This design comes from an exercise in tuning for small area on the open sky130 flow, not from production work.
In this exercise RTL edits were held to simulation tests only and were not proved equivalent to the original.
The flow treats the clock pin as an ideal source, which a real chip does not have.
Power is estimated from default activity; no workload was simulated.

==> v26: inputs <==
// ung_rx_parser
module ung_rx_parser (
    input  wire        clk,
    input  wire        rst,           
    input  wire        rx_valid,
    input  wire [7:0]  rx_byte,
    output reg         evt_valid,
    output wire [7:0]  evt_addr,
    output wire [31:0] evt_w0,
    output wire [31:0] evt_volume,
    output wire [31:0] evt_amount,
    output wire [31:0] evt_price
);
==> module ung_rx_parser, before the edit <==
module ung_rx_parser (
    input  wire        clk,
    input  wire        rst,           
    input  wire        rx_valid,
    input  wire [7:0]  rx_byte,
    output reg         evt_valid,
    output wire [7:0]  evt_addr,
    output wire [31:0] evt_w0,
    output wire [31:0] evt_volume,
    output wire [31:0] evt_amount,
    output wire [31:0] evt_price
);
    function [15:0] crc_step;
        input [15:0] c_in;
        input [7:0]  b;
        integer i;
        reg [15:0] c;
        begin
            c = c_in ^ {b, 8'h00};
            for (i = 0; i < 8; i = i + 1)
                c = c[15] ? ((c << 1) ^ 16'h1021) : (c << 1);
            crc_step = c;
        end
    endfunction
    function [26:0] rca27;
        input [26:0] a;
        input [26:0] b;
        input        cin;
        integer i;
        reg c;
        begin
            c = cin;
            for (i = 0; i < 27; i = i + 1) begin
                rca27[i] = a[i] ^ b[i] ^ c;
                c = (a[i] & b[i]) | (c & (a[i] ^ b[i]));
            end
        end
    endfunction
    reg        discard;
    reg [5:0]  cnt;               
    reg [7:0]  win0, win1, win2;  
    reg [15:0] crc;               
    reg [7:0]  addr;
    reg        k_st, k_va, k_pr;  
    reg        bad;               
    reg        first;             
    reg [26:0] acc;
    reg [26:0] hold;
    wire is_end = (rx_byte == 8'hFA);
    wire push   = rx_valid && !discard && !is_end;
    wire step   = push && (cnt >= 6'd3);    
    wire at0  = (cnt == 6'd3);
    wire at2  = (cnt == 6'd5);
    wire at3  = (cnt == 6'd6);
    wire at4  = (cnt == 6'd7);
    wire at5  = (cnt == 6'd8);
    wire at8  = (cnt == 6'd11);
    wire at9  = (cnt == 6'd12);
    wire [3:0] nh = win0[7:4];
    wire [3:0] nl = win0[3:0];
    wire       bcd_ok = (nh <= 4'd9) && (nl <= 4'd9);
    wire va_win = k_va && (cnt >= 6'd8) && (cnt <= 6'd15);    
    wire pr_win = k_pr && (cnt >= 6'd9);                      
    wire [19:0] acc_m = first ? 20'd0 : acc[19:0];
    wire [26:0] op1 = {acc_m, nh[3] | nh[2], ~nh[2], nh[1], nh[0],
                       nl[2] | nl[3], nl[1] | nl[3], nl[0] | nl[3]};
    wire [26:0] op2 = {~{2'b00, acc_m}, nh[3], nh[2], nh[1], nh[0], nl[3]};
    wire [26:0] op3 = {5'b0, acc_m, 1'b0, nl[3] & nl[0]};
    wire [26:0] csa_s = op1 ^ op2 ^ op3;
    wire [26:0] csa_c = {(op1[25:0] & op2[25:0]) | (op1[25:0] & op3[25:0]) |
                         (op2[25:0] & op3[25:0]), 1'b0};
    wire [26:0] acc_next = rca27(csa_s, csa_c, 1'b0);
    wire        big = (acc >= 27'd1000000);
    wire va_next = k_va && (win0 == 8'h04);    
    wire crc_match = (crc == {win1, win0});
    wire decode_ok = crc_match &&
                     ((k_st && cnt >= 6'd9) ||
                      (k_va && cnt >= 6'd16 && !bad) ||
                      (k_pr && cnt >= 6'd10 && !bad));
    always @(posedge clk) begin
        if (rst) begin
            discard   <= 1'b0;
            cnt       <= 6'd0;
            evt_valid <= 1'b0;
        end else begin
            evt_valid <= rx_valid && !discard && is_end && decode_ok;
            if (rx_valid) begin
                if (discard) begin
                    if (is_end) discard <= 1'b0;
                end else if (is_end) begin
                    cnt <= 6'd0;
                end else if (cnt == 6'd63) begin
                    cnt     <= 6'd0;
                    discard <= 1'b1;
                end else begin
                    cnt <= cnt + 6'd1;
                end
            end
        end
    end
    always @(posedge clk) begin
        if (push) begin
            win0 <= win1;
            win1 <= win2;
            win2 <= rx_byte;
        end
        if (step) begin
            crc <= crc_step(at0 ? 16'hFFFF : crc, win0);
            first <= (at4 && va_next) || (at8 && k_va) || (at5 && !k_va);
            if (at0) addr <= win0;
            if (at2) begin
                k_st <= (win0 == 8'h81);
                k_pr <= (win0 == 8'h83);
                k_va <= 1'b0;
            end
            if (at3) begin
                k_st <= k_st && (win0 >= 8'd2);
                k_va <= k_st && (win0 >= 8'd8);
            end
            if (at4) begin
                k_st <= k_st && (win0 == 8'h00);
                k_va <= va_next;
                bad  <= 1'b0;
            end
            if (at5)
                hold[7:0] <= win0;
            if (at9 && k_va)
                hold <= acc;
            if (va_win || pr_win) begin
                acc <= acc_next;
                if (!bcd_ok || (pr_win && !first && big))
                    bad <= 1'b1;
            end
        end
    end
    assign evt_addr   = addr;
    assign evt_w0     = {11'd0, k_pr & hold[4], {4{k_pr}} & hold[3:0],
                         {8{k_st}} & hold[7:0], 2'b00,
                         k_pr, k_pr, k_pr, k_va, k_va, k_st};
    assign evt_volume = {5'd0, {27{k_va}} & hold};
    assign evt_amount = {5'd0, {27{k_va}} & acc};
    assign evt_price  = {5'd0, {27{k_pr}} & acc};
endmodule
export LEC_CHECK = 0
export CAP_MARGIN = 20
export CORE_MARGIN = 2
export CORE_UTILIZATION = 25
export PLACE_DENSITY = 0.6
export SLEW_MARGIN = 20
create_clock -name core_clock -period 10.0 [get_ports {clk}]
standard.sh (not shown) runs the stock make flow with config.mk's settings and CLKGATE_MAP_FILE= SYNTH_SCRIPT=/design/flow/synth_recipe.tcl, a recipe that flattens the netlist after the stock synthesis.
==> flow/flow/run.sh <==
#!/bin/bash
# The standard layout (standard.sh: standard synthesis, floorplan, place,
# CTS, route, finish) with two settings changed:
#  - the port buffers that global placement inserts use the smallest buffer
#    cell instead of the default one;
#  - clock tree synthesis uses clkbuf_8 buffers and no dummy loads.
# Every ORFS step writes its full log under orfs/logs/; make's own output
# goes to make.log here.
set -euo pipefail
bash standard.sh \
  "BUFFER_PORTS_ARGS=-buffer_cell sky130_fd_sc_hd__buf_1" \
  "CTS_ARGS=-sink_clustering_enable -repair_clock_nets -dont_use_dummy_load -buf_list sky130_fd_sc_hd__clkbuf_8" \
  finish > make.log 2>&1
==> v39 (differences from v26) <==
--- a/flow/design.v
+++ b/flow/design.v
@@ -36,19 +36,18 @@
             end
         end
     endfunction
-    reg        discard;
     reg [5:0]  cnt;               
     reg [7:0]  win0, win1, win2;  
     reg [15:0] crc;               
     reg [7:0]  addr;
     reg        k_st, k_va, k_pr;  
-    reg        bad;               
     reg        first;             
     reg [26:0] acc;
     reg [26:0] hold;
     wire is_end = (rx_byte == 8'hFA);
-    wire push   = rx_valid && !discard && !is_end;
+    wire push   = rx_valid && !is_end;
     wire step   = push && (cnt >= 6'd3);    
+    wire overflow = push && (cnt == 6'd63);
     wire at0  = (cnt == 6'd3);
     wire at2  = (cnt == 6'd5);
     wire at3  = (cnt == 6'd6);
@@ -62,39 +61,33 @@
     wire va_win = k_va && (cnt >= 6'd8) && (cnt <= 6'd15);    
     wire pr_win = k_pr && (cnt >= 6'd9);                      
     wire [19:0] acc_m = first ? 20'd0 : acc[19:0];
-    wire [26:0] op1 = {acc_m, nh[3] | nh[2], ~nh[2], nh[1], nh[0],
-                       nl[2] | nl[3], nl[1] | nl[3], nl[0] | nl[3]};
-    wire [26:0] op2 = {~{2'b00, acc_m}, nh[3], nh[2], nh[1], nh[0], nl[3]};
-    wire [26:0] op3 = {5'b0, acc_m, 1'b0, nl[3] & nl[0]};
-    wire [26:0] csa_s = op1 ^ op2 ^ op3;
-    wire [26:0] csa_c = {(op1[25:0] & op2[25:0]) | (op1[25:0] & op3[25:0]) |
-                         (op2[25:0] & op3[25:0]), 1'b0};
-    wire [26:0] acc_next = rca27(csa_s, csa_c, 1'b0);
+    wire h30 = nh[3] & nh[0];
+    wire [26:0] rx = {1'b0, acc_m, nh[2] | nh[3], nh[1] | nh[3], nh[0] | nh[3],
+                      nl[2] | nl[3], nl[1] | nl[3], nl[0] | nl[3]};
+    wire [26:0] ry = {2'b0, acc_m, nh[3], nh[2] | nh[3], nh[1] | h30, nh[0], nl[3]};
+    wire [26:0] rz = {5'b0, acc_m, h30, nl[3] & nl[0]};
+    wire [26:0] csa_s = rx ^ ry ^ rz;
+    wire [26:0] csa_c = {(rx[25:0] & ry[25:0]) | (rx[25:0] & rz[25:0]) |
+                         (ry[25:0] & rz[25:0]), h30};
+    wire [26:0] acc_next = rca27(csa_s, csa_c, h30);
     wire        big = (acc >= 27'd1000000);
     wire va_next = k_va && (win0 == 8'h04);    
     wire crc_match = (crc == {win1, win0});
     wire decode_ok = crc_match &&
                      ((k_st && cnt >= 6'd9) ||
-                      (k_va && cnt >= 6'd16 && !bad) ||
-                      (k_pr && cnt >= 6'd10 && !bad));
+                      (k_va && cnt >= 6'd16) ||
+                      (k_pr && cnt >= 6'd10));
     always @(posedge clk) begin
         if (rst) begin
-            discard   <= 1'b0;
             cnt       <= 6'd0;
             evt_valid <= 1'b0;
         end else begin
-            evt_valid <= rx_valid && !discard && is_end && decode_ok;
+            evt_valid <= rx_valid && is_end && decode_ok;
             if (rx_valid) begin
-                if (discard) begin
-                    if (is_end) discard <= 1'b0;
-                end else if (is_end) begin
+                if (is_end)
                     cnt <= 6'd0;
-                end else if (cnt == 6'd63) begin
-                    cnt     <= 6'd0;
-                    discard <= 1'b1;
-                end else begin
+                else if (cnt != 6'd63)
                     cnt <= cnt + 6'd1;
-                end
             end
         end
     end
@@ -120,7 +113,6 @@
             if (at4) begin
                 k_st <= k_st && (win0 == 8'h00);
                 k_va <= va_next;
-                bad  <= 1'b0;
             end
             if (at5)
                 hold[7:0] <= win0;
@@ -128,8 +120,15 @@
                 hold <= acc;
             if (va_win || pr_win) begin
                 acc <= acc_next;
-                if (!bcd_ok || (pr_win && !first && big))
-                    bad <= 1'b1;
+                if (!bcd_ok || (pr_win && !first && big)) begin
+                    k_va <= 1'b0;
+                    k_pr <= 1'b0;
+                end
+            end
+            if (overflow) begin
+                k_st <= 1'b0;
+                k_va <= 1'b0;
+                k_pr <= 1'b0;
             end
         end
     end
==> flow/flow/run.sh (replaced) <==
#!/bin/bash
# The standard layout (standard.sh: standard synthesis, floorplan, place,
# CTS, route, finish) with these changes:
#  - the port buffers that global placement inserts use the smallest buffer
#    cell instead of the default one;
#  - clock tree synthesis uses clkbuf_8 buffers, no dummy loads, and H-tree
#    leaves of up to CTS_LEAF_SINKS registers (flow/cts.py runs ORFS's cts.tcl
#    after setting that limit, which clock_tree_synthesis has no option for).
# Every ORFS step writes its full log under orfs/logs/ (the CTS step's log is
# orfs/logs/.../4_1_cts.log); make's own output goes to make_*.log here.
set -euo pipefail
here=$(pwd)
args=(
  "BUFFER_PORTS_ARGS=-buffer_cell sky130_fd_sc_hd__buf_1"
  "CTS_ARGS=-sink_clustering_enable -repair_clock_nets -dont_use_dummy_load -buf_list sky130_fd_sc_hd__clkbuf_8"
)
export CTS_LEAF_SINKS=20
bash standard.sh "${args[@]}" place > make_place.log 2>&1
bash standard.sh "${args[@]}" "RUN_SCRIPT=$here/flow/cts.py" RUN_LOG_NAME_STEM=4_1_cts run > make_cts.log 2>&1
test -f orfs/results/sky130hd/ung_rx_parser/base/4_1_cts.odb
bash standard.sh "${args[@]}" finish > make_finish.log 2>&1
==> flow/flow/cts.py (new file) <==
import os
from openroad import Design, Tech

tech = Tech()
design = Design(tech)
design.getTritonCts().getParms().setNumMaxLeafSinks(int(os.environ["CTS_LEAF_SINKS"]))
design.evalTclString("source $::env(SCRIPTS_DIR)/cts.tcl")
Settings changed: PLACE_DENSITY 0.6 to 0.85.
==> results.txt <==
| quantity | v26 | v39 |
|---|---|---|
| Run status | no timing/DRC/antenna violations | no timing/DRC/antenna violations |
| PnR Total Power | 0.000932 W | 0.000831 W |
| Clk pwr share | 32.6% | 26.2% |
| Sequential cell area | 0.00337 mm2 | 0.00332 mm2 |
| Post-synthesis share of cell area spent on and, or, nand and nor gates | 15.9% | 17.3% |
| Fraction of power spent switching nets | 22.5% | 22.8% |
| Capture point of the critical path | acc[25]$_DFFE_PP_ | acc[26]$_DFFE_PP_ |
| Endpoint with the worst hold slack | win1[2]$_DFFE_PP_ | win1[4]$_DFFE_PP_ |
| Final Cell Area | 0.00801 mm2 | 0.00773 mm2 |
| Reg2reg setup slack | 240 ps | 260 ps |
| Wire length of the first global-routing pass | 24,500 um | 24,100 um |
| DRT Pass-1 Iters | 4 | 5 |
| Reported combinational group power | 0.0000803 W | 0.0000780 W |
| Minimum hold slack | 418 ps | 429 ps |
| LEAKAGE | 2.93 nW | 2.65 nW |
| Number of synthesized register bits | 115 | 113 |
| Portion of the clock cycle consumed by the worst path in the final layout | 97.6% | 97.4% |
| Share of the synthesized area in compound gates (AO/OA/AOI/OAI) | 4.12% | 3.72% |
| Number of stages on the worst setup path | 29 | 31 |
| Count of instances resized after the clock tree is built | 5 | 7 |
| Minimum setup slack after placement | -181 ps | -236 ps |

## separate check: timing with driven ports
Ports are ideal in the flow. The routed layouts listed here were re-timed in OpenROAD.
Step 1 (the two cells are an assumption about what drives the block):
set clk [get_ports {clk}]
set_driving_cell -lib_cell sky130_fd_sc_hd__clkbuf_16 $clk
set_driving_cell -lib_cell sky130_fd_sc_hd__buf_2 [delete_from_list [all_inputs] $clk]
Step 2 adds t to the input delays and takes it off the output delays; t is the mean of the earliest and latest rising clock arrival at the registers after step 1. Input paths then give back, and output paths get back, about the clock's delay inside the block.
a / b / c = ideal / step 1 / step 2; a / b = the first two.
run	t (ns)	slack for setup (ns)	clock arrival spread, ns	slew at the worst register clock pin (ns)	pins driven straight from the clock port
v26	0.470	0.243 / 0.243 / 0.243	0.037 / 0.037	0.08 / 0.08	1
v39	0.396	0.256 / 0.256 / 0.256	0.035 / 0.035	0.11 / 0.11	1
After both steps setup and hold are still met in every run listed.
